Background: an optimization exercise with open tools, aiming at small area, a short achievable clock period and few clock cycles per item. Do not read the settings as production practice.
At most, simulation tests tie the RTL to the original design; equivalence was not proved.
The RTL of run 3 was laid out without a check of its function.
No activity file was given, so power comes from the tool's default toggle rates.

===== flow/config.mk =====
export PLATFORM = sky130hd
export DESIGN_NAME = sprite_tiles
export DESIGN_NICKNAME = sprite_tiles
export VERILOG_FILES = /design/flow/design.v
export SDC_FILE = /design/flow/constraint.sdc
export NUM_CORES = 4
export LEC_CHECK = 0
export CAP_MARGIN = 20
export CORE_MARGIN = 2
export CORE_UTILIZATION = 40
export PLACE_DENSITY = 0.6
export SLEW_MARGIN = 20

===== flow/constraint.sdc =====
create_clock -name core_clock -period 10.0 [get_ports {clk}]
set_input_delay 2.0000 -clock core_clock [delete_from_list [all_inputs] [get_ports {clk}]]
set_output_delay 2.0000 -clock core_clock [all_outputs]
set_load 0.01 [all_outputs]

===== flow/flow/run.sh =====
#!/bin/bash
set -euo pipefail
bash standard.sh \
  'SETUP_SLACK_MARGIN=6.8' \
  'BUFFER_PORTS_ARGS=-buffer_cell sky130_fd_sc_hd__buf_1' \
  finish > standard_flow.log 2>&1

===== flow/standard.sh =====
#!/bin/bash
# synth_recipe.tcl (not shown) runs the flow's synth.tcl, then flattens the netlist and writes it again
# the make line also repeats each setting of config.mk as NAME=value (left out here)
make -C /OpenROAD-flow-scripts/flow DESIGN_CONFIG=/design/flow/config.mk WORK_HOME=/design/flow/orfs CLKGATE_MAP_FILE= SYNTH_SCRIPT=/design/flow/synth_recipe.tcl "${@:-finish}"

===== flow/design.v =====
module sprite_tiles #(
    parameter signed [11:0] VIS_MIN_X = 12'sd0,
    parameter signed [11:0] VIS_MAX_X = 12'sd255,
    parameter signed [11:0] VIS_MIN_Y = 12'sd0,
    parameter signed [11:0] VIS_MAX_Y = 12'sd223
) (
    input  wire        clk,
    input  wire        rst,
    input  wire        in_valid,
    output wire        in_ready,
    input  wire [15:0] in_size,
    input  wire [7:0]  in_zoomx,
    input  wire [7:0]  in_zoomy,
    input  wire [8:0]  in_x,
    input  wire [8:0]  in_y,
    input  wire [15:0] in_code,
    input  wire [15:0] in_attr,
    input  wire [3:0]  in_pri_a,
    input  wire [3:0]  in_pri_b,
    input  wire        in_high_only,
    output reg         out_valid,
    input  wire        out_ready,
    output wire [15:0] out_tile,
    output wire [11:0] out_x,
    output wire [11:0] out_y,
    output wire [5:0]  out_w,
    output wire [5:0]  out_h,
    output wire [19:0] out_dx,
    output wire [19:0] out_dy,
    output wire        out_fx,
    output wire        out_fy,
    output wire [4:0]  out_color,
    output wire        out_last
);
    localparam [64*20-1:0] RB = {
        64'h0000000000000004,
        64'h0000000000000078,
        64'h0000000000007f80,
        64'h000000007fff8198,
        64'h7fffffff80078600,
        64'h800001ff80799818,
        64'h8001fe0787980780,
        64'h807e1e1999fe0198,
        64'h8786666001861e00,
        64'h999e007806798018,
        64'h0079ff9e01818780,
        64'h019f819e19e79998,
        64'h061fe07f86060600,
        64'h0061806180780018,
        64'h1998660180001f80,
        64'h819998199fff8198,
        64'h87e667e6001f8600,
        64'h81999ffe00799818,
        64'h8001fe0607800780,
        64'h99e7800019fe0198
    };
    function [19:0] recip(input [5:0] z);
        integer b;
        for (b = 0; b < 20; b = b + 1) recip[b] = RB[64*b + z];
    endfunction
    reg        idle;             
    reg        sety;             
    reg        setx;             
    reg [3:0]  xm1;              
    reg [3:0]  cc;               
    reg [3:0]  rr;               
    reg        lc, lr;           
    reg        yc0, yend;        
    reg [7:0]  zx, zy;
    reg [8:0]  x0;
    reg [15:0] tile;
    reg [13:0] xa;               
    reg [12:0] ya;
    reg        fx, fy;
    reg [4:0]  color;
    reg [5:0]  w, h;
    reg [19:0] dx, dy;
    reg        last;
    assign in_ready = idle;
    wire [3:0] pri    = in_attr[11:8];
    wire       pri_ok = ((in_pri_a <= pri) && (pri <= in_pri_b)) ||
                        ((in_pri_b <= pri) && (pri <= in_pri_a));
    wire       qskip  = in_size[15] || (in_zoomx[7:3] == 5'd0) || (in_zoomy[7:3] == 5'd0) ||
                        !pri_ok || (in_high_only && !in_attr[4]) ||
                        in_y[8] || (in_y == 9'd0);
    wire [13:0] xsum  = xa + {6'd0, zx};
    wire        x_in  = !xsum[13] && (xsum[12:3] != 10'd0);     
    wire        c0    = (cc == 4'd0);
    wire [8:0]  zy2   = yc0 ? {1'b0, zy} : {zy, 1'b0};
    wire [12:0] ysum  = sety ? ya - {4'd0, zy2} : ya + {5'd0, zy};
    wire        y_in  = $signed(ysum) <= 13'sd1791;             
    wire [4:0]  xnum  = {1'b0, xm1} + 5'd1;
    wire [5:0]  span  = {1'b0, xm1, 1'b1};                      
    wire [5:0]  tfin  = fy ? (fx ? span : {1'b0, xnum}) : (fx ? {2'd0, xm1} : 6'd0);
    wire [5:0]  tset  = yc0 ? {2'd0, xm1 & {4{fx}}} :
                        yend ? tfin : {xnum & {5{fy}}, 1'b0};
    wire        sneg  = (lc && fx != fy) ? fy : fx;
    wire [5:0]  smag  = (lc && fx != fy) ? span : 6'd1;
    wire [15:0] step  = sety ? {10'd0, tset} :
                        sneg ? -{10'd0, smag} : {10'd0, smag};
    wire [15:0] tsum  = tile + step;
    wire        take  = out_valid && out_ready;
    wire        xm0   = (xm1 == 4'd0);
    wire        lc_n  = lc ? xm0 : (cc == 4'd1);                
    wire        lr_n  = lc ? (rr == 4'd1) : lr;
    always @(posedge clk) begin
        if (rst) begin
            idle      <= 1'b1;
            sety      <= 1'b0;
            setx      <= 1'b0;
            out_valid <= 1'b0;
        end else if (idle) begin
            if (in_valid && !qskip) begin
                idle <= 1'b0;
                sety <= 1'b1;
            end
        end else if (sety) begin
            if (yend) begin
                sety      <= 1'b0;
                setx      <= y_in && x0[8];
                out_valid <= y_in && !x0[8];
                idle      <= !y_in;
            end
        end else if (setx) begin
            if (x_in || c0) begin
                setx      <= 1'b0;
                out_valid <= x_in;
                idle      <= !x_in;
            end
        end else if (out_ready) begin
            if (lc && lr) begin
                out_valid <= 1'b0;
                idle      <= 1'b1;
            end
        end
    end
    always @(posedge clk) begin
        if (idle) begin
            xm1   <= in_size[3:0];
            cc    <= in_size[7:4];
            rr    <= in_size[7:4];
            yc0   <= (in_size[7:4] == 4'd0);
            yend  <= (in_size[7:5] == 3'd0);
            zx    <= in_zoomx;
            zy    <= in_zoomy;
            x0    <= in_x;
            tile  <= in_code;
            xa    <= {{2{in_x[8]}}, in_x, 3'b000};
            ya    <= {{1{in_y[8]}}, in_y, 3'b000};
            fx    <= in_attr[6];
            fy    <= in_attr[7];
            color <= in_attr[4:0];
        end else if (sety) begin
            ya   <= ysum;
            tile <= tsum;
            cc   <= yend ? xm1 : cc - 4'd2;
            yc0  <= (cc == 4'd2);
            yend <= (cc[3:1] == 3'd1);
            lc   <= xm0;
            lr   <= (rr == 4'd0);
            last <= xm0 && (rr == 4'd0);
            w    <= {1'b0, zx[7:3]} + {5'd0, zx[2]} + 6'd1;
            h    <= {1'b0, zy[7:3]} + {5'd0, zy[2]} + 6'd1;
            dx   <= recip(zx[7:2]);
            dy   <= recip(zy[7:2]);
        end else if (setx) begin
            xa   <= x_in ? {{2{x0[8]}}, x0, 3'b000} : xsum;
            cc   <= x_in ? xm1 : cc - 4'd1;
        end else if (take) begin
            tile <= tsum;
            lc   <= lc_n;
            lr   <= lr_n;
            last <= lc_n && lr_n;
            if (lc) begin
                cc <= xm1;
                rr <= rr - 4'd1;
                xa <= {{2{x0[8]}}, x0, 3'b000};
                ya <= ysum;
            end else begin
                cc <= cc - 4'd1;
                xa <= xsum;
            end
        end
    end
    assign out_tile  = tile;
    assign out_x     = {xa[13], xa[13:3]};
    assign out_y     = {{2{ya[12]}}, ya[12:3]};
    assign out_w     = w;
    assign out_h     = h;
    assign out_dx    = dx;
    assign out_dy    = dy;
    assign out_fx    = fx;
    assign out_fy    = fy;
    assign out_color = color;
    assign out_last  = last;
endmodule

==> results of run 1 <==
where the power goes:
part	switching, µW	internal, µW
clock	300	350
sequential	31.9	723
combinational	362	267
total	694	1340
worst paths after layout:
kind | end | slack, ns | cells past startpoint
max | tile[15]$_DFFE_PP_ | 6.57 | 15
min | xa[2]$_SDFFE_PP0P_ | 0.49 | 1
max reg2reg | tile[15]$_DFFE_PP_ | 6.57 | 15
min reg2reg | xa[2]$_SDFFE_PP0P_ | 0.49 | 1
layout make-up:
class	instances	area share
Multi-Input combinational cell	885	0.4775
Sequential cell	148	0.3252
Timing Repair Buffer	260	0.1073
Tap cell	341	0.03190
Clock buffer	17	0.03181
Inverter	51	0.01506
Clock inverter	15	0.01113
Antenna cell	1	0.0001871
cells in the mapped netlist (9+ instances only):
library cell / instances
nor3_1: 26
a21boi_0: 11
xor2_1: 25
o211ai_1: 22
dfxtp_1: 10
o21a_1: 10
o21ai_0: 100
a31oi_1: 21
a221o_1: 10
nand4_1: 9
inv_1: 48
a211oi_1: 15
nand2b_1: 13
nor2_1: 84
clkbuf_1: 52
a21o_1: 18
xnor2_1: 28
ha_1: 71
nand3_1: 33
buf_1: 16
nand2_1: 137
mux2i_1: 14
o31ai_1: 16
nor4_1: 9
a21oi_1: 76
edfxtp_1: 138
buf_4: 25
kinds of logic (layout without fill, tap and decap cells):
logic type | count (synthesis) | count (layout) | synth area share
AO/OA/AOI/OAI | 380 | 380 | 0.2343
XOR/XNOR | 54 | 54 | 0.04410
adder cells (fa/ha/maj) | 74 | 74 | 0.08705
buffers and inverters | 150 | 343 | 0.06465
flip-flops | 148 | 148 | 0.3987
multiplexers | 22 | 22 | 0.02251
other | 0 | 1 | 0
AND/OR/NAND/NOR | 355 | 355 | 0.1487
flip-flops by register name, summed over array words and instances, names as in the netlist, 4 cells and up:
| register | cells |
|---|---|
| dy | 20 |
| zx | 8 |
| h | 6 |
| tile | 16 |
| cc | 4 |
| xm1 | 4 |
| w | 6 |
| x0 | 9 |
| zy | 8 |
| rr | 4 |
| color | 5 |
| ya | 13 |
| dx | 20 |
| xa | 14 |
placed cells by master (no fill, tap or decap), types with 7 or more instances in the layout:
cell type and count:
nand2_1 137, buf_12 8, ha_1 57, a21oi_1 63, and2_1 8, a311oi_1 8
a21o_1 18, a21boi_0 10, clkbuf_16 18, mux2i_1 14, o21ai_0 85, a21oi_2 13
nand4_1 9, buf_4 59, edfxtp_1 138, o211ai_1 22, buf_1 183, inv_2 8
a221o_1 10, nor3_1 23, a211oi_1 12, nor2_1 79, nor2b_1 7, nand3_1 32
nand2b_1 13, o21a_1 9, dfxtp_1 8, inv_1 38, o21ai_1 11, o31ai_1 14
ha_4 11, a31oi_1 17, xnor2_1 25, xor2_1 25
per-stage QoR:
stage	setup WS [ns]	hold slack, ns	total power, µW	instances
2_1_floorplan	6.780	0.4459	1163	1183
3_3_place_gp	6.080	0.4545	1273	1621
3_5_place_dp	6.054	0.4623	1279	1621
4_1_cts	6.631	0.4787	2001	1700
5_1_grt	6.428	0.5072	2136	1718
6_report	6.572	0.4945	2034	1718
layer usage:
| metal | GRT usage | part of all wire | vias up |
|---|---|---|---|
| met2 | 0.3608 | 0.47 | 372 |
| met4 | 0.07432 | 0.025 | 2 |
| li1 | - | - | 4755 |
| met1 | 0.2938 | 0.45 | 4742 |
| met3 | 0.02969 | 0.055 | 62 |
| met5 | 0 | 0.00057 | - |
timing repair:
item,in CTS,in global routing
gates cloned,1,1
pin swaps,32,36
endpoints found under the setup margin,38,42
resized for setup,80,47
setup buffers,46,16
hold buffers,0,0
critical path, delay by kind of cell (launching register included):
| family | cells | cell delay [ns] |
|---|---|---|
| buffers and inverters | 1 | 0.14 |
| and+or+nand+nor | 2 | 0.21 |
| xor gates and xnor gates | 2 | 0.26 |
| DFF | 1 | 0.49 |
| adders and majority gates | 2 | 0.48 |
| muxes | 2 | 0.52 |
| AOI/OAI and AO/OA | 6 | 1.09 |
==> summary.txt, run 1 <==
* Reg2reg start: xm1[1]$_DFFE_PP_
* Number of enable flip-flop cells after synthesis at 138
* Critical path required time at 10.19 ns
* Fin util at 0.4977
* Largest area contributor in the netlist: edfxtp_1
* Worst-margin pin slew at 0.8425 ns
* Row cnt at 60
* Root buf cell: clkbuf_16
* Critical Path Fanout Max at 4
* Final min period at ~3.4 ns
* Final setup fails at 0
* Final nets at 1532
* Final hold violations at 0
* H-tree levels at 4
* Initial antenna violation count at 2
* RSZ-0062 raised after global routing: yes
* Min-delay src: xa[2]$_SDFFE_PP0P_
* Final ANT Viol Nets at 0
* Critical Path Start Type: register
* Clk buf depth at 2
* IR drop worst, VDD at 0.07666 mV
* Leak at 0.004977 µW
* Routed length per instance at 18.40 µm
* DRT Pass-1 Iters at 6
* Total of max-cap violations at 0
* Clk slew on worst S/H paths at 0.07 ns
* Max Slew Vio Count at 0
* Ratio of cells with drive above 1 in the final layout at 0.1599
* Crit path top cell by count: a221oi_2
* DR vias at just under 10000
* Hold Path Class: register to register
* Slew HR at 0.4370
* IO buf count at 184
* Register Area at 0.004349 mm²
* Final setup TNS at 0 ns
* Vias in the first global route at between 9000 and 10000
* Hpwl dp at between 20000 and 25000 µm
* Syn_nets at about 1400
* DR DRC count at 0
* First-pass GRT wire length at 49710 µm
* Post-synth top area share at 0.3803
* Yosys reg bits at 148
* Crit Path Class: register to register
* Asr flop ratio synth at 0
* CTS tree: yes
* WL final at 31620 µm
* CTS Buf Count at 17
* Effective utilization at floorplan at 0.4054
* Synthesized area per cell at 9.210 µm²
* Top cells by area, synth: edfxtp_1 38%, ha_1 8.2%, nand2_1 4.7%
* Critical path arrival at ~3.6 ns
* Cell Chain, Critical Path: ha_2 > xnor2_2 > o21ai_1 > mux2_4 > a221oi_2 > nor2_2 > ha_4 > buf_4 > o21ai_4 > o21ai_2 > nand3_2 > a31oi_4 > a221oi_2 > xnor2_1 > mux2_2
* Final instance area at 0.01338 mm²
* PwrDens at 152.1 mW/mm²
* Core box area at 0.02688 mm²
* Die area at ~0.029 mm²
* DR vias/cell at 5.782
* Period Utilization, post-route at 0.3428
* Synth warn at 1
* Slowest stage cell, crit path: edfxtp_1
* Cell count after synthesis at 1183
* Worst setup EP type: register
* DP Area at 0.01165 mm²
* Total gr overflow at 0
* Footprint of the multi-input gates at about 0.0064 mm²
* Outcome: no timing/DRC/antenna violations
* DRT iter0 DRCs at 893
* Worst-Skew Late Latency at around 0.43 ns
* GPL Wtd Cong at ~0.85
* Num ports at around 200
* Ys flop type: edfxtp_1
* Largest net degree at the start of global routing at 57
* CP max stage delay at 0.49 ns
* Aggregate global-route resource usage at 0.2178
* Die X at 169.0 µm
* Crit path launch: xm1[1]$_DFFE_PP_
* Layout area overhead at 22.76%
* Skew final at 0.01866 ns
* Unique cell type count in the Yosys netlist at 81
* Sequential fraction of the synthesis area at 0.3987
* Netlist Area Pre-Place at 0.01090 mm²
* CTS sink cnt at 148
* Maximum operating frequency at 291.7 MHz
* DIE HEIGHT at 169.0 µm
* Fill count at between 2000 and 3000
Testbench counts, summed over its fixed seeds: cycles 17,048, items 1,600.
==> run 2, diff against run 1 <==
--- a/flow/design.v
+++ b/flow/design.v
@@ -100,6 +100,7 @@
                         sneg ? -{10'd0, smag} : {10'd0, smag};
     wire [15:0] tsum  = tile + step;
     wire        take  = out_valid && out_ready;
+    wire [19:0] rq    = recip(idle ? in_zoomx[7:2] : zy[7:2]);
     wire        xm0   = (xm1 == 4'd0);
     wire        lc_n  = lc ? xm0 : (cc == 4'd1);                
     wire        lr_n  = lc ? (rr == 4'd1) : lr;
@@ -143,6 +144,8 @@
             yend  <= (in_size[7:5] == 3'd0);
             zx    <= in_zoomx;
             zy    <= in_zoomy;
+            w     <= {1'b0, in_zoomx[7:3]} + {5'd0, in_zoomx[2]} + 6'd1;
+            dx    <= rq;
             x0    <= in_x;
             tile  <= in_code;
             xa    <= {{2{in_x[8]}}, in_x, 3'b000};
@@ -159,10 +162,8 @@
             lc   <= xm0;
             lr   <= (rr == 4'd0);
             last <= xm0 && (rr == 4'd0);
-            w    <= {1'b0, zx[7:3]} + {5'd0, zx[2]} + 6'd1;
             h    <= {1'b0, zy[7:3]} + {5'd0, zy[2]} + 6'd1;
-            dx   <= recip(zx[7:2]);
-            dy   <= recip(zy[7:2]);
+            dy   <= rq;
         end else if (setx) begin
             xa   <= x_in ? {{2{x0[8]}}, x0, 3'b000} : xsum;
             cc   <= x_in ? xm1 : cc - 4'd1;
==> summary.txt, run 2 <==
* Maximum operating frequency at 263.1 MHz (was 291.7 MHz)
* CTS tree: yes (unchanged)
* Core box area at 0.02425 mm² (was 0.02688 mm²)
* Ratio of cells with drive above 1 in the final layout at 0.2692 (was 0.1599)
* Pre-CTS WS at 5.509 ns (was 6.054 ns)
* Hold Path Class: register to register (unchanged)
* Clk buf depth at 2 (unchanged)
* Count leader, synth: edfxtp_1 (unchanged)
* Min-delay src: ya[0]$_SDFFE_PP0P_ (was xa[2]$_SDFFE_PP0P_)
* Largest area contributor in the netlist: edfxtp_1 (unchanged)
* Hpwl dp at 18620 µm (was 20570 µm)
* Worst setup EP type: register (unchanged)
* PwrDens at 156.7 mW/mm² (was 152.1 mW/mm²)
* Routed length per instance at 18.42 µm (was 18.40 µm)
* H-tree levels at 4 (unchanged)
* Clk slew on worst S/H paths at 0.06 ns (was 0.07 ns)
* Final ANT Viol Nets at 0 (unchanged)
* Final instance area at 0.01355 mm² (was 0.01338 mm²)
* Worst-margin pin slew at 1.040 ns (was 0.8425 ns)
* Aggregate global-route resource usage at 0.2148 (was 0.2178)
* DR vias at 8996 (was 9933)
* DP Area at 0.01082 mm² (was 0.01165 mm²)
* Leak at 0.005316 µW (was 0.004977 µW)
* DRT Pass-1 Iters at 6 (unchanged)
* Yosys reg bits at 148 (unchanged)
* CTS Buf Count at 17 (unchanged)
* Unique cell type count in the Yosys netlist at 70 (was 81)
* Outcome: no timing/DRC/antenna violations (unchanged)
* Most frequent cells in the layout: 179 x buf_1, 138 x edfxtp_1, 105 x nand2_1 (was 183 x buf_1, 138 x edfxtp_1, 137 x nand2_1)
* Row cnt at 57 (was 60)
* Initial antenna violation count at 1 (was 2)
* Sequential power share at 0.369 (was 0.371)
* Vias in the first global route at 8512 (was 9559)
* Die X at 161.1 µm (was 169.0 µm)
* Final min period at 3.801 ns (was 3.428 ns)
* IR drop worst, VDD at 0.1090 mV (was 0.07666 mV)
* Clock power frac at 0.303 (was 0.319)
* Total of max-cap violations at 0 (unchanged)
* Synth warn at 1 (unchanged)
* Hold-fix buffers, CTS at 0 (unchanged)
* Skew final at 0.01441 ns (was 0.01866 ns)
* Final setup TNS at 0 ns (unchanged)
* Final Power at 2123 µW (was 2034 µW)
* Max Slew Vio Count at 0 (unchanged)
* Crit Path Class: register to register (unchanged)
* Critical path arrival at 3.99 ns (was 3.61 ns)
* Largest registers: dx: 20 flops, dy: 20 flops, tile: 16 flops (unchanged)
* GPL Wtd Cong at 0.8589 (was 0.8535)
* Number of enable flip-flop cells after synthesis at 138 (unchanged)
* Crit path launch: xm1[0]$_DFFE_PP_ (was xm1[1]$_DFFE_PP_)
* Asr flop ratio synth at 0 (unchanged)
* Antenna diodes at 0 (was 1)
* Critical Path Fanout Max at 5 (was 4)
* Cell count after synthesis at 1022 (was 1183)
* Final hold violations at 0 (unchanged)
* Period Utilization, post-route at 0.3801 (was 0.3428)
* Largest net degree at the start of global routing at 80 (was 57)
* Slew HR at 0.3064 (was 0.4370)
* DR DRC count at 0 (unchanged)
* DRT iter0 DRCs at 696 (was 893)
* Num ports at 197 (unchanged)
* Total gr overflow at 0 (unchanged)
* Reg2reg start: xm1[0]$_DFFE_PP_ (was xm1[1]$_DFFE_PP_)
* Worst-Skew Late Latency at 0.44 ns (was 0.43 ns)
* First-pass GRT wire length at 44180 µm (was 49710 µm)
* Netlist Area Pre-Place at 0.009872 mm² (was 0.01090 mm²)
* Commonest cells in the netlist: 138 x edfxtp_1, 117 x nand2_1, 87 x nor2_1, 73 x o21ai_0, 68 x a21oi_1 (was 138 x edfxtp_1, 137 x nand2_1, 100 x o21ai_0, 84 x nor2_1, 76 x a21oi_1)
* Critical path required time at 10.19 ns (about the same)
* Effective utilization at floorplan at 0.4071 (was 0.4054)
* IO buf count at 184 (unchanged)
* Post-synth top area share at 0.4198 (was 0.3803)
* Ys flop type: edfxtp_1 (unchanged)
* Sequential fraction of the synthesis area at 0.4401 (was 0.3987)
* Root buf cell: clkbuf_16 (unchanged)
* CTS sink cnt at 148 (unchanged)
* Syn_nets at 1186 (was 1352)
* Top cells by area, synth: edfxtp_1 42%, ha_1 8.4%, nand2_1 4.4% (was edfxtp_1 38%, ha_1 8.2%, nand2_1 4.7%)
* DIE HEIGHT at 161.1 µm (was 169.0 µm)
* Fill count at 2147 (was 2535)
* Psw at 710.6 µW (was 694.0 µW)
* Critical Path Start Type: register (unchanged)
* Die area at 0.02595 mm² (was 0.02857 mm²)
* Switching Share at 0.3347 (was 0.3412)
* Final nets at 1452 (was 1532)
* Layout area overhead at 37.25% (was 22.76%)
* Final setup fails at 0 (unchanged)
* RSZ-0062 raised after global routing: yes (unchanged)
* Final worst slack at 6.199 ns (was 6.572 ns)
* DR vias/cell at 5.539 (was 5.782)
* Combinational fraction of design power at 0.328 (was 0.309)
* Internal power at 1413 µW (was 1340 µW)
* Synthesized area per cell at 9.659 µm² (was 9.210 µm²)
* Most common cell after layout, fill and taps aside: buf_1 (unchanged)
* WL final at 29910 µm (was 31620 µm)
==> run 2: layout make-up <==
class | instances | area, µm² | share of cell area
repair buffers | 322 | 2046 | 0.1510
inverters | 48 | 197.7 | 0.01459
flip-flops and latches | 148 | 4348 | 0.3209
well taps | 324 | 405.4 | 0.02992
clock inverters | 14 | 143.9 | 0.01062
multi-input cells | 751 | 5983 | 0.4416
clock buffers | 17 | 425.4 | 0.03140
==> run 2: metrics by stage <==
stage	cells	util	hold slack [ns]
2_1_floorplan	1022	-	0.4536
3_3_place_gp	1464	0.4462	0.4667
3_5_place_dp	1464	0.4462	0.4746
4_1_cts	1579	0.5141	0.4899
5_1_grt	1624	0.5588	0.5332
6_report	1624	0.5588	0.4867
==> run 2: what timing repair did <==
item	in CTS	in global routing
gates cloned	0	3
gates resized for setup	108	161
pin swaps	43	69
setup endpoints to repair	72	79
buffers inserted	84	42
==> run 2: critical path, stage by stage, from the launching register on <==
cell and delay [ns]:
edfxtp_1 0.53, inv_2 0.14, ha_4 0.21, mux2_4 0.27, nand2_2 0.06, o21ai_2 0.05, a221oi_2 0.27, a21oi_2 0.07
buf_4 0.15, ha_4 0.20, a21o_1 0.18, a21oi_2 0.18, o21ai_2 0.12, a31oi_4 0.23, a21oi_2 0.10, and3_4 0.18
a311oi_2 0.26, xnor2_1 0.10, mux2_4 0.26
==> run 2: metal layers <==
layer / global-route usage / vias to the layer above / share of wire
li1: - / 4270 / -
met1: 0.2737 / 4332 / 0.43
met2: 0.3552 / 323 / 0.48
met3: 0.04725 / 69 / 0.060
met4: 0.08726 / 2 / 0.030
met5: 0 / - / 0.00043
==> run 2: logic make-up (layout without fill, tap and decap cells) <==
family | after synthesis | in the layout | share of synthesized area
AO/OA/AOI/OAI | 284 | 284 | 0.1885
AND/OR/NAND/NOR | 314 | 314 | 0.1433
buffers and inverters | 123 | 401 | 0.05855
multiplexers | 32 | 32 | 0.03371
XOR/XNOR | 52 | 52 | 0.04613
adder cells (fa/ha/maj) | 69 | 69 | 0.08973
flip-flops | 148 | 148 | 0.4401
==> run 2: path summary, 6_finish.rpt <==
kind                        end  slack [ns]  cells past startpoint
max reg2reg  tile[15]$_DFFE_PP_        6.20                     18
max          tile[15]$_DFFE_PP_        6.20                     18
min          ya[0]$_SDFFE_PP0P_        0.49                      2
min reg2reg  ya[0]$_SDFFE_PP0P_        0.49                      2
==> run 2: power by group through the flow <==
stage	sequential [µW]	combinational (µW)	clock [µW]
2_1_floorplan	797	368	0
3_3_place_gp	800	470	0
3_5_place_dp	801	476	0
4_1_cts	784	581	652
5_1_grt	789	758	672
6_report	783	697	644
Testbench counts of run 2, summed over its fixed seeds: cycles 17,048, items 1,600.
==> run 3, diff against run 2 <==
--- a/flow/design.v
+++ b/flow/design.v
@@ -65,7 +65,6 @@
     reg [3:0]  cc;               
     reg [3:0]  rr;               
     reg        lc, lr;           
-    reg        yc0, yend;        
     reg [7:0]  zx, zy;
     reg [8:0]  x0;
     reg [15:0] tile;
@@ -86,21 +85,21 @@
     wire [13:0] xsum  = xa + {6'd0, zx};
     wire        x_in  = !xsum[13] && (xsum[12:3] != 10'd0);     
     wire        c0    = (cc == 4'd0);
-    wire [8:0]  zy2   = yc0 ? {1'b0, zy} : {zy, 1'b0};
+    wire        y_end = (cc[3:1] == 3'd0);
+    wire [8:0]  zy2   = c0 ? {1'b0, zy} : {zy, 1'b0};
     wire [12:0] ysum  = sety ? ya - {4'd0, zy2} : ya + {5'd0, zy};
     wire        y_in  = $signed(ysum) <= 13'sd1791;             
     wire [4:0]  xnum  = {1'b0, xm1} + 5'd1;
     wire [5:0]  span  = {1'b0, xm1, 1'b1};                      
     wire [5:0]  tfin  = fy ? (fx ? span : {1'b0, xnum}) : (fx ? {2'd0, xm1} : 6'd0);
-    wire [5:0]  tset  = yc0 ? {2'd0, xm1 & {4{fx}}} :
-                        yend ? tfin : {xnum & {5{fy}}, 1'b0};
+    wire [5:0]  tset  = c0 ? {2'd0, xm1 & {4{fx}}} :
+                        (cc == 4'd1) ? tfin : {xnum & {5{fy}}, 1'b0};
     wire        sneg  = (lc && fx != fy) ? fy : fx;
     wire [5:0]  smag  = (lc && fx != fy) ? span : 6'd1;
     wire [15:0] step  = sety ? {10'd0, tset} :
                         sneg ? -{10'd0, smag} : {10'd0, smag};
     wire [15:0] tsum  = tile + step;
     wire        take  = out_valid && out_ready;
-    wire [19:0] rq    = recip(idle ? in_zoomx[7:2] : zy[7:2]);
     wire        xm0   = (xm1 == 4'd0);
     wire        lc_n  = lc ? xm0 : (cc == 4'd1);                
     wire        lr_n  = lc ? (rr == 4'd1) : lr;
@@ -116,7 +115,7 @@
                 sety <= 1'b1;
             end
         end else if (sety) begin
-            if (yend) begin
+            if (y_end) begin
                 sety      <= 1'b0;
                 setx      <= y_in && x0[8];
                 out_valid <= y_in && !x0[8];
@@ -140,12 +139,8 @@
             xm1   <= in_size[3:0];
             cc    <= in_size[7:4];
             rr    <= in_size[7:4];
-            yc0   <= (in_size[7:4] == 4'd0);
-            yend  <= (in_size[7:5] == 3'd0);
             zx    <= in_zoomx;
             zy    <= in_zoomy;
-            w     <= {1'b0, in_zoomx[7:3]} + {5'd0, in_zoomx[2]} + 6'd1;
-            dx    <= rq;
             x0    <= in_x;
             tile  <= in_code;
             xa    <= {{2{in_x[8]}}, in_x, 3'b000};
@@ -156,14 +151,14 @@
         end else if (sety) begin
             ya   <= ysum;
             tile <= tsum;
-            cc   <= yend ? xm1 : cc - 4'd2;
-            yc0  <= (cc == 4'd2);
-            yend <= (cc[3:1] == 3'd1);
+            cc   <= y_end ? xm1 : cc - 4'd2;
             lc   <= xm0;
             lr   <= (rr == 4'd0);
             last <= xm0 && (rr == 4'd0);
+            w    <= {1'b0, zx[7:3]} + {5'd0, zx[2]} + 6'd1;
             h    <= {1'b0, zy[7:3]} + {5'd0, zy[2]} + 6'd1;
-            dy   <= rq;
+            dx   <= recip(zx[7:2]);
+            dy   <= recip(zy[7:2]);
         end else if (setx) begin
             xa   <= x_in ? {{2{x0[8]}}, x0, 3'b000} : xsum;
             cc   <= x_in ? xm1 : cc - 4'd1;
==> flow/run.sh (new file) <==
#!/bin/bash
# synth_recipe.tcl (not shown) runs the flow's synth.tcl, then flattens the netlist and writes it again
# the make line also repeats each setting of config.mk as NAME=value (left out here)
make -C /OpenROAD-flow-scripts/flow DESIGN_CONFIG=/design/flow/config.mk WORK_HOME=/design/flow/orfs CLKGATE_MAP_FILE= SYNTH_SCRIPT=/design/flow/synth_recipe.tcl finish
--- a/flow/config.mk
+++ b/flow/config.mk
@@ -5,8 +5,10 @@
 export SDC_FILE = /design/flow/constraint.sdc
 export NUM_CORES = 4
 export LEC_CHECK = 0
+export ABC_CLOCK_PERIOD_IN_PS = 3000
 export CAP_MARGIN = 20
 export CORE_MARGIN = 2
 export CORE_UTILIZATION = 40
 export PLACE_DENSITY = 0.6
+export SETUP_SLACK_MARGIN = 5
 export SLEW_MARGIN = 20
removed: flow/flow/run.sh
removed: flow/standard.sh
==> summary.txt, run 3 <==
* Outcome: no timing/DRC/antenna violations (unchanged)
* GR Util met3 at 0.02962 (was 0.04725)
* Post-cts resize count at 0 (was 108)
* Final hold violations at 0 (unchanged)
* Final cell count without fillers at 1670 (was 1624)
* Die area at 0.02837 mm² (was 0.02595 mm²)
* WL final at 29390 µm (was 29910 µm)
* Initial antenna violation count at 1 (unchanged)
* Leak at 0.005030 µW (was 0.005316 µW)
* Core box area at 0.02673 mm² (was 0.02425 mm²)
* FF-to-FF End: idle$_SDFF_PP1_ (was tile[15]$_DFFE_PP_)
* Final setup TNS at 0 ns (unchanged)
* Root buf cell: clkbuf_16 (unchanged)
* Hold-fix buffers, CTS at 0 (unchanged)
* CTS sink cnt at 146 (was 148)
* Slew HR at 0.3233 (was 0.3064)
* Largest net degree at the start of global routing at 62 (was 80)
* Sequential fraction of the synthesis area at 0.3962 (was 0.4401)
* Critical path required time at 10.32 ns (was 10.19 ns)
* Worst setup EP type: register (unchanged)
* DR DRC count at 0 (unchanged)
* Worst-margin pin slew at 1.004 ns (was 1.040 ns)
* IR drop worst, VDD at 0.08199 mV (was 0.1090 mV)
* DR vias at 9449 (was 8996)
* H-tree levels at 4 (unchanged)
* Fill count at 2509 (was 2147)
* PwrDens at 151.4 mW/mm² (was 156.7 mW/mm²)
* Row cnt at 60 (was 57)
* CTS Buf Count at 17 (unchanged)
* Final worst slack at 5.343 ns (was 6.199 ns)
* Register Area at 0.004288 mm² (was 0.004348 mm²)
* Ratio of cells with drive above 1 in the final layout at 0.05798 (was 0.2692)
* Final setup fails at 0 (unchanged)
* Clk slew on worst S/H paths at 0.06 ns (about the same)
* Top cells by area, synth: edfxtp_1 38%, ha_1 7.9%, o21ai_0 4.7% (was edfxtp_1 42%, ha_1 8.4%, nand2_1 4.4%)
* GR Layer Usage met1 at 0.2841 (was 0.2737)
* Aggregate global-route resource usage at 0.2043 (was 0.2148)
* Num ports at 197 (unchanged)
* GRT met2 Usage at 0.3274 (was 0.3552)
* Synthesized area per cell at 9.004 µm² (was 9.659 µm²)
* Cells after DPL at 1639 (was 1464)
* Post-synth top area share at 0.3776 (was 0.4198)
* Skew final at 0.01098 ns (was 0.01441 ns)
* Period Utilization, post-route at 0.4657 (was 0.3801)
* Final instance area at 0.01335 mm² (was 0.01355 mm²)
* Reg2reg start: cc[1]$_DFFE_PP_ (was xm1[0]$_DFFE_PP_)
* First-pass GRT wire length at 46460 µm (was 44180 µm)
* DP Area at 0.01271 mm² (was 0.01082 mm²)
* Worst-Skew Late Latency at 0.43 ns (was 0.44 ns)
* Reg2Reg Depth at 14 (was 18)
* Yosys reg bits at 146 (was 148)
* IO buf count at 184 (unchanged)
* Syn_nets at 1367 (was 1186)
* Setup bufs post-CTS at 0 (was 84)
* Most frequent cells in the layout: 184 x clkdlybuf4s50_1, 136 x edfxtp_1, 126 x nand2_1 (was 179 x buf_1, 138 x edfxtp_1, 105 x nand2_1)
* Unique cell type count in the Yosys netlist at 81 (was 70)
* Max Slew Vio Count at 0 (unchanged)
* Maximum operating frequency at 214.7 MHz (was 263.1 MHz)
* Final Power at 2021 µW (was 2123 µW)
* Count leader, synth: edfxtp_1 (unchanged)
* Most common cell after layout, fill and taps aside: clkdlybuf4s50_1 (was buf_1)
* Ys flop type: edfxtp_1 (unchanged)
* DIE HEIGHT at 168.4 µm (was 161.1 µm)
* DRT iter0 DRCs at 775 (was 696)
* Critical path arrival at 4.97 ns (was 3.99 ns)
* Worst R2R Setup Slack at 5.34 ns (was 6.20 ns)
* Die X at 168.4 µm (was 161.1 µm)
* Min-delay src: xa[0]$_SDFFE_PP0P_ (was ya[0]$_SDFFE_PP0P_)
* Cell count after synthesis at 1201 (was 1022)
* CTS tree: yes (unchanged)
* Layout area overhead at 23.42% (was 37.25%)
* Asr flop ratio synth at 0 (unchanged)
* Commonest cells in the netlist: 136 x edfxtp_1, 126 x nand2_1, 116 x nor2_1, 101 x o21ai_0, 95 x a21oi_1 (was 138 x edfxtp_1, 117 x nand2_1, 87 x nor2_1, 73 x o21ai_0, 68 x a21oi_1)
* Final nets at 1483 (was 1452)
* Largest area contributor in the netlist: edfxtp_1 (unchanged)
* Gr busiest metal: met2 (unchanged)
* Total gr overflow at 0 (unchanged)
* Footprint of the multi-input gates at 0.005884 mm² (was 0.005983 mm²)
* Number of enable flip-flop cells after synthesis at 136 (was 138)
* Synth warn at 1 (unchanged)
* DRT Pass-1 Iters at 5 (was 6)
* Crit path launch: cc[1]$_DFFE_PP_ (was xm1[0]$_DFFE_PP_)
* Crit Path Class: register to register (unchanged)
* Final ANT Viol Nets at 0 (unchanged)
* Effective utilization at floorplan at 0.4046 (was 0.4071)
* Critical Path Start Type: register (unchanged)
* RSZ-0062 raised after global routing: no (was yes)
* Clk buf depth at 2 (unchanged)
* DR vias/cell at 5.658 (was 5.539)
* Netlist Area Pre-Place at 0.01081 mm² (was 0.009872 mm²)
* Hpwl dp at 21160 µm (was 18620 µm)
* Hold Path Class: register to register (unchanged)
* Largest registers: dx: 20 flops, dy: 20 flops, tile: 16 flops (unchanged)
* Routed length per instance at 17.60 µm (was 18.42 µm)
* Pre-CTS WS at 5.390 ns (was 5.509 ns)
* Critical Path Fanout Max at 16 (was 5)
* Worst setup endpoint: idle$_SDFF_PP1_ (was tile[15]$_DFFE_PP_)
* Vias in the first global route at 8808 (was 8512)
* GPL Wtd Cong at 0.8752 (was 0.8589)
* Total of max-cap violations at 0 (unchanged)
* Final min period at 4.657 ns (was 3.801 ns)
## run 3: changes by cell type in the layout (fill, tap and decap cells not counted), moves of 42 or more
cell	previous run	this run
clkdlybuf4s50_1	0	184
buf_1	179	0
buf_4	80	11
o21ai_0	40	100
buf_6	50	0
a21oi_1	47	95
nor2_1	73	115
## run 3: power by group
group	total, µW	leakage, µW	internal [µW]	switching (µW)
combinational	556	0.00329	248	307
clock	714	0.000311	443	271
sequential	751	0.00143	713	38.0
total	2020	0.00503	1400	617
## run 3: per-layer routing
layer / vias to the layer above / routed length [µm] / share of wire
li1: 4677 / - / -
met1: 4431 / 13560 / 0.46
met2: 305 / 13670 / 0.47
met3: 36 / 1555 / 0.053
met4: 0 / 599 / 0.020
met5: - / 0 / 0
## run 3: worst min-delay path by stage
stage	endpoint	slack (ns)	cells past startpoint
2_1_floorplan	xa[0]$_SDFFE_PP0P_	0.43	2
3_3_place_gp	xa[0]$_SDFFE_PP0P_	0.44	2
3_5_place_dp	xa[0]$_SDFFE_PP0P_	0.46	2
4_1_cts	xa[0]$_SDFFE_PP0P_	0.48	2
5_1_grt	xa[0]$_SDFFE_PP0P_	0.51	2
6_report	xa[0]$_SDFFE_PP0P_	0.47	2
## run 3: area by class of cell
class	instances	area share
repair buffers	195	0.1442
flip-flops and latches	146	0.3213
multi-input cells	907	0.4409
diodes	1	0.0001875
well taps	341	0.03197
inverters	50	0.01406
clock inverters	12	0.01528
clock buffers	18	0.03216
## run 3: critical path, stage by stage, from the launching register on
cell and delay (ns):
edfxtp_1 0.40, inv_1 0.14, ha_1 0.32, and2_1 0.59, nand2_1 0.13, a311o_1 0.36
ha_1 0.40, a21o_1 0.16, nand2_1 0.07, a31oi_1 0.37, mux2i_1 0.28, a211oi_1 0.12
o21ai_0 0.79, nor3_1 0.09, o31a_1 0.30
## run 3: kinds of logic (layout without fill, tap and decap cells)
kind of cell	after synthesis	in the layout	share of synthesized area
xor gates and xnor gates	51	51	0.04200
AOI/OAI and AO/OA	381	381	0.2306
DFF	146	146	0.3962
adders and majority gates	71	71	0.08423
buffers and inverters	148	275	0.06040
and+or+nand+nor	383	383	0.1639
other	0	1	0
muxes	21	21	0.02268
## run 3: stage by stage
| stage | util | hold WS (ns) |
|---|---|---|
| global route | 0.4994 | 0.5071 |
| global placement | 0.4756 | 0.4440 |
| detailed placement | 0.4756 | 0.4628 |
| finish | 0.4994 | 0.4677 |
| floorplan | - | 0.4291 |
| CTS | 0.4993 | 0.4763 |
==> run 4, diff against run 3 <==
--- a/flow/design.v
+++ b/flow/design.v
@@ -65,6 +65,7 @@
     reg [3:0]  cc;               
     reg [3:0]  rr;               
     reg        lc, lr;           
+    reg        yc0, yend;        
     reg [7:0]  zx, zy;
     reg [8:0]  x0;
     reg [15:0] tile;
@@ -85,21 +86,24 @@
     wire [13:0] xsum  = xa + {6'd0, zx};
     wire        x_in  = !xsum[13] && (xsum[12:3] != 10'd0);     
     wire        c0    = (cc == 4'd0);
-    wire        y_end = (cc[3:1] == 3'd0);
-    wire [8:0]  zy2   = c0 ? {1'b0, zy} : {zy, 1'b0};
+    wire [8:0]  zy2   = yc0 ? {1'b0, zy} : {zy, 1'b0};
     wire [12:0] ysum  = sety ? ya - {4'd0, zy2} : ya + {5'd0, zy};
     wire        y_in  = $signed(ysum) <= 13'sd1791;             
-    wire [4:0]  xnum  = {1'b0, xm1} + 5'd1;
-    wire [5:0]  span  = {1'b0, xm1, 1'b1};                      
-    wire [5:0]  tfin  = fy ? (fx ? span : {1'b0, xnum}) : (fx ? {2'd0, xm1} : 6'd0);
-    wire [5:0]  tset  = c0 ? {2'd0, xm1 & {4{fx}}} :
-                        (cc == 4'd1) ? tfin : {xnum & {5{fy}}, 1'b0};
-    wire        sneg  = (lc && fx != fy) ? fy : fx;
-    wire [5:0]  smag  = (lc && fx != fy) ? span : 6'd1;
-    wire [15:0] step  = sety ? {10'd0, tset} :
-                        sneg ? -{10'd0, smag} : {10'd0, smag};
-    wire [15:0] tsum  = tile + step;
+    wire [5:0]  span  = {1'b0, xm1, 1'b1};
+    wire [5:0]  sopd  = yc0  ? {2'd0, xm1 & {4{fx}}} :
+                        yend ? ((fy && fx) ? span : {2'd0, xm1 & {4{fx | fy}}}) :
+                               (span & {6{fy}});
+    wire        scin  = !yc0 && fy && !(yend && fx);
+    wire        row   = lc && (fx != fy);
+    wire        neg   = row ? fy : fx;
+    wire [5:0]  emag  = row ? span : 6'd0;
+    wire [15:0] eopd  = neg ? ~{10'd0, row ? span : 6'd1} : {10'd0, emag};
+    wire        ecin  = neg || !row;
+    wire [15:0] step  = sety ? {10'd0, sopd} : eopd;
+    wire        tcin  = sety ? scin : ecin;
+    wire [15:0] tsum  = tile + step + {15'd0, tcin};
     wire        take  = out_valid && out_ready;
+    wire [19:0] rq    = recip(idle ? in_zoomx[7:2] : zy[7:2]);
     wire        xm0   = (xm1 == 4'd0);
     wire        lc_n  = lc ? xm0 : (cc == 4'd1);                
     wire        lr_n  = lc ? (rr == 4'd1) : lr;
@@ -115,7 +119,7 @@
                 sety <= 1'b1;
             end
         end else if (sety) begin
-            if (y_end) begin
+            if (yend) begin
                 sety      <= 1'b0;
                 setx      <= y_in && x0[8];
                 out_valid <= y_in && !x0[8];
@@ -139,8 +143,12 @@
             xm1   <= in_size[3:0];
             cc    <= in_size[7:4];
             rr    <= in_size[7:4];
+            yc0   <= (in_size[7:4] == 4'd0);
+            yend  <= (in_size[7:5] == 3'd0);
             zx    <= in_zoomx;
             zy    <= in_zoomy;
+            w     <= {1'b0, in_zoomx[7:3]} + {5'd0, in_zoomx[2]} + 6'd1;
+            dx    <= rq;
             x0    <= in_x;
             tile  <= in_code;
             xa    <= {{2{in_x[8]}}, in_x, 3'b000};
@@ -151,14 +159,14 @@
         end else if (sety) begin
             ya   <= ysum;
             tile <= tsum;
-            cc   <= y_end ? xm1 : cc - 4'd2;
+            cc   <= yend ? xm1 : cc - 4'd2;
+            yc0  <= (cc == 4'd2);
+            yend <= (cc[3:1] == 3'd1);
             lc   <= xm0;
             lr   <= (rr == 4'd0);
             last <= xm0 && (rr == 4'd0);
-            w    <= {1'b0, zx[7:3]} + {5'd0, zx[2]} + 6'd1;
             h    <= {1'b0, zy[7:3]} + {5'd0, zy[2]} + 6'd1;
-            dx   <= recip(zx[7:2]);
-            dy   <= recip(zy[7:2]);
+            dy   <= rq;
         end else if (setx) begin
             xa   <= x_in ? {{2{x0[8]}}, x0, 3'b000} : xsum;
             cc   <= x_in ? xm1 : cc - 4'd1;
==> flow/flow/run.sh (new file) <==
#!/bin/bash
set -euo pipefail
bash standard.sh \
  'SETUP_SLACK_MARGIN=6.8' \
  'BUFFER_PORTS_ARGS=-buffer_cell sky130_fd_sc_hd__buf_1' \
  finish > standard_flow.log 2>&1
==> flow/standard.sh (new file) <==
#!/bin/bash
# synth_recipe.tcl (not shown) runs the flow's synth.tcl, then flattens the netlist and writes it again
# the make line also repeats each setting of config.mk as NAME=value (left out here)
make -C /OpenROAD-flow-scripts/flow DESIGN_CONFIG=/design/flow/config.mk WORK_HOME=/design/flow/orfs CLKGATE_MAP_FILE= SYNTH_SCRIPT=/design/flow/synth_recipe.tcl "${@:-finish}"
--- a/flow/config.mk
+++ b/flow/config.mk
@@ -5,10 +5,9 @@
 export SDC_FILE = /design/flow/constraint.sdc
 export NUM_CORES = 4
 export LEC_CHECK = 0
-export ABC_CLOCK_PERIOD_IN_PS = 3000
 export CAP_MARGIN = 20
 export CORE_MARGIN = 2
 export CORE_UTILIZATION = 40
 export PLACE_DENSITY = 0.6
-export SETUP_SLACK_MARGIN = 5
 export SLEW_MARGIN = 20
+export TNS_END_PERCENT = 0
removed: flow/run.sh
==> summary.txt, run 4 <==
* Outcome: no timing/DRC/antenna violations (unchanged)
* Yosys reg bits at 148 (was 146)
* Slew HR at 0.3802 (was 0.3233)
* Sequential fraction of the synthesis area at 0.4411 (was 0.3962)
* Netlist Area Pre-Place at 0.009848 mm² (was 0.01081 mm²)
* Most frequent cells in the layout: 181 x buf_1, 138 x edfxtp_1, 120 x nand2_1 (was 184 x clkdlybuf4s50_1, 136 x edfxtp_1, 126 x nand2_1)
* Post-synth top area share at 0.4208 (was 0.3776)
* DRT iter0 DRCs at 853 (was 775)
* Routed length per instance at 17.47 µm (was 17.60 µm)
* Final Hold Slack at 0.4745 ns (was 0.4677 ns)
* DRT Pass-1 Iters at 5 (unchanged)
* Skew final at 0.01766 ns (was 0.01098 ns)
* H-tree levels at 4 (unchanged)
* Die area at 0.02589 mm² (was 0.02837 mm²)
* Effective utilization at floorplan at 0.4061 (was 0.4046)
* Slowest stage cell, crit path: a221oi_2 (was o21ai_0)
* Synth warn at 1 (unchanged)
* Final setup fails at 0 (unchanged)
* RSZ-0062 raised after global routing: yes (was no)
* Total of max-cap violations at 0 (unchanged)
* Critical Path Start Type: input port (was register)
* Final Power at 2021 µW (about the same)
* Ratio of cells with drive above 1 in the final layout at 0.1275 (was 0.05798)
* Layout area overhead at 20.92% (was 23.42%)
* Final worst slack at 6.437 ns (was 5.343 ns)
* CP top delay family: compound AO/OA/AOI/OAI gates (unchanged)
* IR drop worst, VDD at 0.09317 mV (was 0.08199 mV)
* Final min period at 3.563 ns (was 4.657 ns)
* First-pass GRT wire length at 42290 µm (was 46460 µm)
* Reg2Reg Depth at 12 (was 14)
* Hpwl dp at 18680 µm (was 21160 µm)
* Pre-CTS WS at 5.549 ns (was 5.390 ns)
* Final nets at 1359 (was 1483)
* Worst setup EP type: register (unchanged)
* Crit path buffers/inverters at 3 (was 1)
* Worst path depth at 12 (was 14)
* Root buf cell: clkbuf_16 (unchanged)
* CTS tree: yes (unchanged)
* Total gr overflow at 0 (unchanged)
* CTS sink cnt at 148 (was 146)
* Asr flop ratio synth at 0 (unchanged)
* Aggregate global-route resource usage at 0.2049 (was 0.2043)
* DR vias at 8495 (was 9449)
* Most common cell after layout, fill and taps aside: buf_1 (was clkdlybuf4s50_1)
* Row cnt at 57 (was 60)
* Clk buf depth at 2 (unchanged)
* Final setup TNS at 0 ns (unchanged)
* Synthesized area per cell at 9.674 µm² (was 9.004 µm²)
* Critical path required time at 10.26 ns (was 10.32 ns)
* Unique cell type count in the Yosys netlist at 72 (was 81)
* CTS Buf Count at 17 (unchanged)
* Hold Path Class: register to register (unchanged)
* Final ANT Viol Nets at 0 (unchanged)
* Count leader, synth: edfxtp_1 (unchanged)
* CP max stage delay at 0.31 ns (was 0.79 ns)
* Core box area at 0.02425 mm² (was 0.02673 mm²)
* WL final at 26770 µm (was 29390 µm)
* IO buf count at 184 (unchanged)
* Largest area contributor in the netlist: edfxtp_1 (unchanged)
* Clk slew on worst S/H paths at 0.07 ns (was 0.06 ns)
* Cell Chain, Critical Path: buf_2 > nand2_2 > a21boi_4 > inv_2 > ha_4 > inv_4 > ha_2 > nor2_4 > nor2_1 > a221oi_2 > a211oi_1 > o21ai_1 (was inv_1 > ha_1 > and2_1 > nand2_1 > a311o_1 > ha_1 > a21o_1 > nand2_1 > a31oi_1 > mux2i_1 > a211oi_1 > o21ai_0 > nor3_1 > o31a_1)
* Max Slew Vio Count at 0 (unchanged)
* DIE HEIGHT at 160.9 µm (was 168.4 µm)
* Die X at 160.9 µm (was 168.4 µm)
* DR DRC count at 0 (unchanged)
* Initial antenna violation count at 0 (was 1)
* Worst-margin pin slew at 0.9287 ns (was 1.004 ns)
* Num ports at 197 (unchanged)
* Critical path arrival at 3.83 ns (was 4.97 ns)
* Cell count after synthesis at 1018 (was 1201)
* Leak at 0.004619 µW (was 0.005030 µW)
* Maximum operating frequency at 280.7 MHz (was 214.7 MHz)
* PwrDens at 169.7 mW/mm² (was 151.4 mW/mm²)
* Largest net degree at the start of global routing at 66 (was 62)
* Commonest cells in the netlist: 138 x edfxtp_1, 123 x nand2_1, 76 x o21ai_0, 72 x nor2_1, 65 x ha_1 (was 136 x edfxtp_1, 126 x nand2_1, 116 x nor2_1, 101 x o21ai_0, 95 x a21oi_1)
* Crit Path Class: input port to register (was register to register)
* GPL Wtd Cong at 0.8959 (was 0.8752)
* Antenna diodes at 0 (was 1)
* Largest registers: dx: 20 flops, dy: 20 flops, tile: 16 flops (unchanged)
* DR vias/cell at 5.545 (was 5.658)
* Number of enable flip-flop cells after synthesis at 138 (was 136)
* Syn_nets at 1182 (was 1367)
* Top cells by area, synth: edfxtp_1 42%, ha_1 8.3%, nand2_1 4.7% (was edfxtp_1 38%, ha_1 7.9%, o21ai_0 4.7%)
* Critical Path Fanout Max at 8 (was 16)
* Period Utilization, post-route at 0.3563 (was 0.4657)
* Hold-fix buffers, CTS at 0 (unchanged)
* Ys flop type: edfxtp_1 (unchanged)
* Worst-Skew Late Latency at 0.44 ns (was 0.43 ns)
* Vias in the first global route at 8113 (was 8808)
* Hold Path Depth at 1 (was 2)
* Final hold violations at 0 (unchanged)
==> run 4: cell count changes after synthesis, sizes merged, moves of 9 or more <==
| cell | change |
|---|---|
| a21oi | -42 |
| nor2 | -42 |
| o21ai | -29 |
| clkbuf | -23 |
| o211ai | -17 |
| inv | +9 |
| nor3 | -9 |
==> run 4: path summary, 6_finish.rpt <==
kind	start	end	slack, ns
worst max-delay path	in_zoomx[2]	dy[13]$_DFFE_PP_	6.44
worst min-delay path	xa[2]$_SDFFE_PP0P_	xa[2]$_SDFFE_PP0P_	0.47
worst max register to register	zy[3]$_DFFE_PP_	out_valid$_SDFFE_PP0P_	6.47
worst min register to register	xa[2]$_SDFFE_PP0P_	xa[2]$_SDFFE_PP0P_	0.47
==> run 4: layer usage <==
layer | part of all wire | vias to the layer above | GRT usage
li1 | - | 4104 | -
met1 | 0.44 | 4051 | 0.2631
met2 | 0.49 | 302 | 0.3451
met3 | 0.058 | 38 | 0.04520
met4 | 0.016 | 0 | 0.06494
met5 | 0 | - | 0
==> run 4: layout make-up <==
cell class | count | area [µm²]
Clock buffer | 17 | 425.4
Inverter | 58 | 227.7
Clock inverter | 15 | 230.2
Fill cell | 2336 | 12340
Sequential cell | 148 | 4348
Timing Repair inverter | 1 | 5.005
Multi-Input combinational cell | 740 | 5223
Tap cell | 324 | 405.4
Timing Repair Buffer | 229 | 1045
==> run 4: where the power goes <==
group,internal (µW),leakage [µW],switching [µW]
combinational,209,0.00279,301
clock,432,0.000321,295
sequential,742,0.00151,42.7
==> run 4: stage by stage <==
stage	cell area (µm²)	util	std cells
finish	11910	0.4911	1532
global placement	10710	0.4418	1462
floorplan	9966	-	1018
CTS	11780	0.4859	1526
global route	11910	0.4911	1532
detailed placement	10710	0.4418	1462
==> run 4: what timing repair did <==
item | CTS | global route
cloned | 1 | 0
pin swaps | 13 | 19
gates resized for setup | 36 | 24
setup endpoints to repair | 87 | 89
setup buffers | 31 | 6
==> run 4: worst register-to-register path, delay by kind of cell, from the launching register on <==
kind	cells	cell delay, ns
AO/OA/AOI/OAI	6	1.40
adder cells (fa/ha/maj)	1	0.28
buffers and inverters	1	0.16
flip-flops	1	0.42
AND/OR/NAND/NOR	4	1.14
==> run 4: logic make-up after synthesis <==
logic type | count (synthesis) | share of synthesized area
and+or+nand+nor | 321 | 0.1499
xor gates and xnor gates | 48 | 0.04269
DFF | 148 | 0.4411
muxes | 17 | 0.01804
buffers and inverters | 130 | 0.06022
AOI/OAI and AO/OA | 285 | 0.1973
adders and majority gates | 69 | 0.09071
Testbench counts of run 4, summed over its fixed seeds: cycles 17,048, items 1,600.
==> run 5, diff against run 4 <==
--- a/flow/design.v
+++ b/flow/design.v
@@ -73,9 +73,7 @@
     reg [12:0] ya;
     reg        fx, fy;
     reg [4:0]  color;
-    reg [5:0]  w, h;
     reg [19:0] dx, dy;
-    reg        last;
     assign in_ready = idle;
     wire [3:0] pri    = in_attr[11:8];
     wire       pri_ok = ((in_pri_a <= pri) && (pri <= in_pri_b)) ||
@@ -147,7 +145,6 @@
             yend  <= (in_size[7:5] == 3'd0);
             zx    <= in_zoomx;
             zy    <= in_zoomy;
-            w     <= {1'b0, in_zoomx[7:3]} + {5'd0, in_zoomx[2]} + 6'd1;
             dx    <= rq;
             x0    <= in_x;
             tile  <= in_code;
@@ -164,8 +161,6 @@
             yend <= (cc[3:1] == 3'd1);
             lc   <= xm0;
             lr   <= (rr == 4'd0);
-            last <= xm0 && (rr == 4'd0);
-            h    <= {1'b0, zy[7:3]} + {5'd0, zy[2]} + 6'd1;
             dy   <= rq;
         end else if (setx) begin
             xa   <= x_in ? {{2{x0[8]}}, x0, 3'b000} : xsum;
@@ -174,7 +169,6 @@
             tile <= tsum;
             lc   <= lc_n;
             lr   <= lr_n;
-            last <= lc_n && lr_n;
             if (lc) begin
                 cc <= xm1;
                 rr <= rr - 4'd1;
@@ -189,12 +183,12 @@
     assign out_tile  = tile;
     assign out_x     = {xa[13], xa[13:3]};
     assign out_y     = {{2{ya[12]}}, ya[12:3]};
-    assign out_w     = w;
-    assign out_h     = h;
+    assign out_w     = {1'b0, zx[7:3]} + {5'd0, zx[2]} + 6'd1;
+    assign out_h     = {1'b0, zy[7:3]} + {5'd0, zy[2]} + 6'd1;
     assign out_dx    = dx;
     assign out_dy    = dy;
     assign out_fx    = fx;
     assign out_fy    = fy;
     assign out_color = color;
-    assign out_last  = last;
+    assign out_last  = lc && lr;
 endmodule
==> flow/flow/run.sh (replaced) <==
#!/bin/bash
set -euo pipefail
bash standard.sh \
  'SETUP_SLACK_MARGIN=6.4' \
  'BUFFER_PORTS_ARGS=-buffer_cell sky130_fd_sc_hd__buf_1' \
  finish > standard_flow.log 2>&1
--- a/flow/config.mk
+++ b/flow/config.mk
@@ -8,6 +8,7 @@
 export CAP_MARGIN = 20
 export CORE_MARGIN = 2
 export CORE_UTILIZATION = 40
+export CTS_BUF_LIST = sky130_fd_sc_hd__clkbuf_8
 export PLACE_DENSITY = 0.6
 export SLEW_MARGIN = 20
 export TNS_END_PERCENT = 0
==> summary.txt, run 5 <==
* Outcome: no timing/DRC/antenna violations (unchanged)
* DRT iter0 DRCs at 700 (was 853)
* Maximum operating frequency at 265.7 MHz (was 280.7 MHz)
* CTS tree: yes (unchanged)
* DRT Pass-1 Iters at 5 (unchanged)
* Final setup TNS at 0 ns (unchanged)
* Critical Path Fanout Max at 3 (was 8)
* Register Area at 0.003958 mm² (was 0.004348 mm²)
* Post-synth top area share at 0.4074 (was 0.4208)
* Core box area at 0.02264 mm² (was 0.02425 mm²)
* GPL Wtd Cong at 0.8928 (was 0.8959)
* Fill count at 2206 (was 2336)
* Final setup fails at 0 (unchanged)
* H-tree levels at 4 (unchanged)
* Layout area overhead at 19.34% (was 20.92%)
* Final ANT Viol Nets at 0 (unchanged)
* Largest area contributor in the netlist: edfxtp_1 (unchanged)
* Total of max-cap violations at 0 (unchanged)
* Worst R2R Setup Slack at 6.32 ns (was 6.47 ns)
* Effective utilization at floorplan at 0.4069 (was 0.4061)
* Final min period at 3.763 ns (was 3.563 ns)
* Netlist Area Pre-Place at 0.009213 mm² (was 0.009848 mm²)
* Final Hold Slack at 0.4781 ns (was 0.4745 ns)
* RSZ-0062 raised after global routing: yes (unchanged)
* Total gr overflow at 0 (unchanged)
* Max Slew Vio Count at 0 (unchanged)
* WL final at 24500 µm (was 26770 µm)
* Syn_nets at 1129 (was 1182)
* Largest net degree at the start of global routing at 87 (was 66)
* Vias in the first global route at 7387 (was 8113)
* Yosys reg bits at 135 (was 148)
* Root buf cell: clkbuf_8 (was clkbuf_16)
* Most common cell after layout, fill and taps aside: buf_1 (unchanged)
* Die X at 155.8 µm (was 160.9 µm)
* Sequential fraction of the synthesis area at 0.4292 (was 0.4411)
* Slew HR at 0.3365 (was 0.3802)
* IO buf count at 184 (unchanged)
* Commonest cells in the netlist: 125 x edfxtp_1, 107 x nand2_1, 77 x o21ai_0, 68 x nor2_1, 65 x ha_1 (was 138 x edfxtp_1, 123 x nand2_1, 76 x o21ai_0, 72 x nor2_1, 65 x ha_1)
* Row cnt at 55 (was 57)
* Aggregate global-route resource usage at 0.2000 (was 0.2049)
* Routed length per instance at 16.87 µm (was 17.47 µm)
* Synthesized area per cell at 9.547 µm² (was 9.674 µm²)
* Worst-Skew Late Latency at 0.46 ns (was 0.44 ns)
* Hpwl dp at 17210 µm (was 18680 µm)
* Leak at 0.004305 µW (was 0.004619 µW)
* Final nets at 1317 (was 1359)
* Top cells by area, synth: edfxtp_1 41%, ha_1 8.8%, nand2_1 4.4% (was edfxtp_1 42%, ha_1 8.3%, nand2_1 4.7%)
* Initial antenna violation count at 1 (was 0)
* Period Utilization, post-route at 0.3763 (was 0.3563)
* CTS sink cnt at 135 (was 148)
* Worst setup EP type: output pin (was register)
* Count leader, synth: edfxtp_1 (unchanged)
* Asr flop ratio synth at 0 (unchanged)
* IR drop worst, VDD at 0.07632 mV (was 0.09317 mV)
* Hold-fix buffers, CTS at 0 (unchanged)
* Synth warn at 1 (unchanged)
* Final Power at 1688 µW (was 2021 µW)
* Critical path required time at 8.00 ns (was 10.26 ns)
* Clk slew on worst S/H paths at 0.08 ns (was 0.07 ns)
* CTS Buf Count at 17 (unchanged)
* Largest registers: dx: 20 flops, dy: 20 flops, tile: 16 flops (unchanged)
* Ys flop type: edfxtp_1 (unchanged)
* Number of enable flip-flop cells after synthesis at 125 (was 138)
* Critical Path Start Type: register (was input port)
* DR vias/cell at 5.468 (was 5.545)
* Ratio of cells with drive above 1 in the final layout at 0.1441 (was 0.1275)
* Num ports at 197 (unchanged)
* Die area at 0.02426 mm² (was 0.02589 mm²)
* Worst-margin pin slew at 0.9941 ns (was 0.9287 ns)
* Hold Path Class: register to register (unchanged)
* Final hold violations at 0 (unchanged)
* Crit Path Class: register to output pin (was input port to register)
* Footprint of the multi-input gates at 0.004985 mm² (was 0.005223 mm²)
* Critical path arrival at 1.76 ns (was 3.83 ns)
* Most frequent cells in the layout: 181 x buf_1, 125 x edfxtp_1, 105 x nand2_1 (was 181 x buf_1, 138 x edfxtp_1, 120 x nand2_1)
* Skew final at 0.01283 ns (was 0.01766 ns)
* PwrDens at 153.5 mW/mm² (was 169.7 mW/mm²)
* DIE HEIGHT at 155.8 µm (was 160.9 µm)
* Unique cell type count in the Yosys netlist at 73 (was 72)
* DR vias at 7940 (was 8495)
* Cell count after synthesis at 965 (was 1018)
* First-pass GRT wire length at 38270 µm (was 42290 µm)
* DR DRC count at 0 (unchanged)
* Clk buf depth at 2 (unchanged)
[run 5: cell families (layout without fill, tap and decap cells)]
logic type | count (synthesis) | count (layout) | synth area share
AND/OR/NAND/NOR | 286 | 286 | 0.1429
AO/OA/AOI/OAI | 265 | 265 | 0.1851
flip-flops | 135 | 135 | 0.4292
buffers and inverters | 128 | 329 | 0.06220
adder cells (fa/ha/maj) | 69 | 69 | 0.09697
XOR/XNOR | 48 | 48 | 0.04563
multiplexers | 34 | 34 | 0.03803
other | 0 | 1 | 0
[run 5: cell type report]
cell class              instances  share of cell area
diodes                          1           0.0002276
flip-flops and latches        135              0.3600
repair buffers                237             0.09935
multi-input cells             702              0.4534
clock buffers                  17             0.02128
inverters                      60             0.02117
clock inverters                15             0.01218
well taps                     285             0.03243
[run 5: final timing paths]
| kind | depth (start not counted) | from | to |
|---|---|---|---|
| worst max register to register | 16 | zy[2]$_DFFE_PP_ | out_valid$_SDFFE_PP0P_ |
| worst max-delay path | 7 | zy[2]$_DFFE_PP_ | out_h[4] |
| worst min-delay path | 2 | ya[0]$_SDFFE_PP0P_ | ya[0]$_SDFFE_PP0P_ |
| worst min register to register | 2 | ya[0]$_SDFFE_PP0P_ | ya[0]$_SDFFE_PP0P_ |
[run 5: where the power goes]
part	total, µW	leakage (µW)	internal [µW]	switching (µW)
Clock	443	0.000188	182	261
Combinational	524	0.00274	223	302
Sequential	721	0.00138	679	42.1
[run 5: per-layer routing]
layer,track usage,up-vias,wire length (µm)
met5,0,-,0
met4,0.06728,0,528
met3,0.04833,36,1600
met2,0.3182,258,11340
met1,0.2682,3738,11030
li1,-,3908,-
[run 5: timing repair]
item,4_1_cts,5_1_grt
pin swaps,11,14
gates resized for setup,43,31
setup buffers,33,11
endpoints found under the setup margin,53,86
[run 5: critical path, cell delays in order (launching register included)]
cell	delay, ns
edfxtp_1	0.46
inv_2	0.09
ha_4	0.17
inv_4	0.05
ha_4	0.13
nand3_2	0.08
xnor2_1	0.16
buf_2	0.17
[run 5: per-stage QoR]
step | cells | area (µm²) | worst slack (ns) | utilization
6_report | 1452 | 10990 | 6.237 | 0.4856
5_1_grt | 1451 | 10990 | 6.062 | 0.4855
4_1_cts | 1440 | 10800 | 6.240 | 0.4770
3_5_place_dp | 1375 | 10010 | 5.648 | 0.4420
3_3_place_gp | 1375 | 10010 | 5.630 | 0.4420
2_1_floorplan | 965 | 9236 | 6.330 | -
Testbench counts of run 5, summed over its fixed seeds: cycles 17,048, items 1,600.

==> afterwards: timing with drivers on the ports <==
In the flow no input, the clock included, has a driving cell. The finished layouts below were timed again as built, in two steps.
Step 1 assumes that a clkbuf_16 drives the clock port and a buf_2 every other input.
Step 2 times the ports against the registers' clock, not the clock port: input delays grow and output delays shrink by t, the midpoint of the rising clock arrivals with the driver on.
Slacks: ideal ports / drivers / drivers and shift; pairs: ideal ports / drivers.
run	t (ns)	setup WS [ns]	hold slack, ns	worst slew at a driven data input, ns	pins driven straight from the clock port
run 1	0.474	6.572 / 6.572 / 6.433	0.494 / 0.494 / 0.494	0.08	1
run 2	0.485	6.199 / 6.199 / 6.123	0.487 / 0.487 / 0.487	0.08	1
run 3	0.471	5.343 / 5.343 / 5.343	0.468 / 0.468 / 0.468	0.07	1
run 4	0.476	6.437 / 6.459 / 5.983	0.475 / 0.475 / 0.475	0.06	1
run 5	0.493	6.237 / 6.196 / 5.801	0.478 / 0.478 / 0.478	0.07	1
After both steps setup and hold are still met in every run listed. For run 4, which loses most, drivers alone change the setup slack by +0.022 ns; drivers and shift together by -0.454 ns.
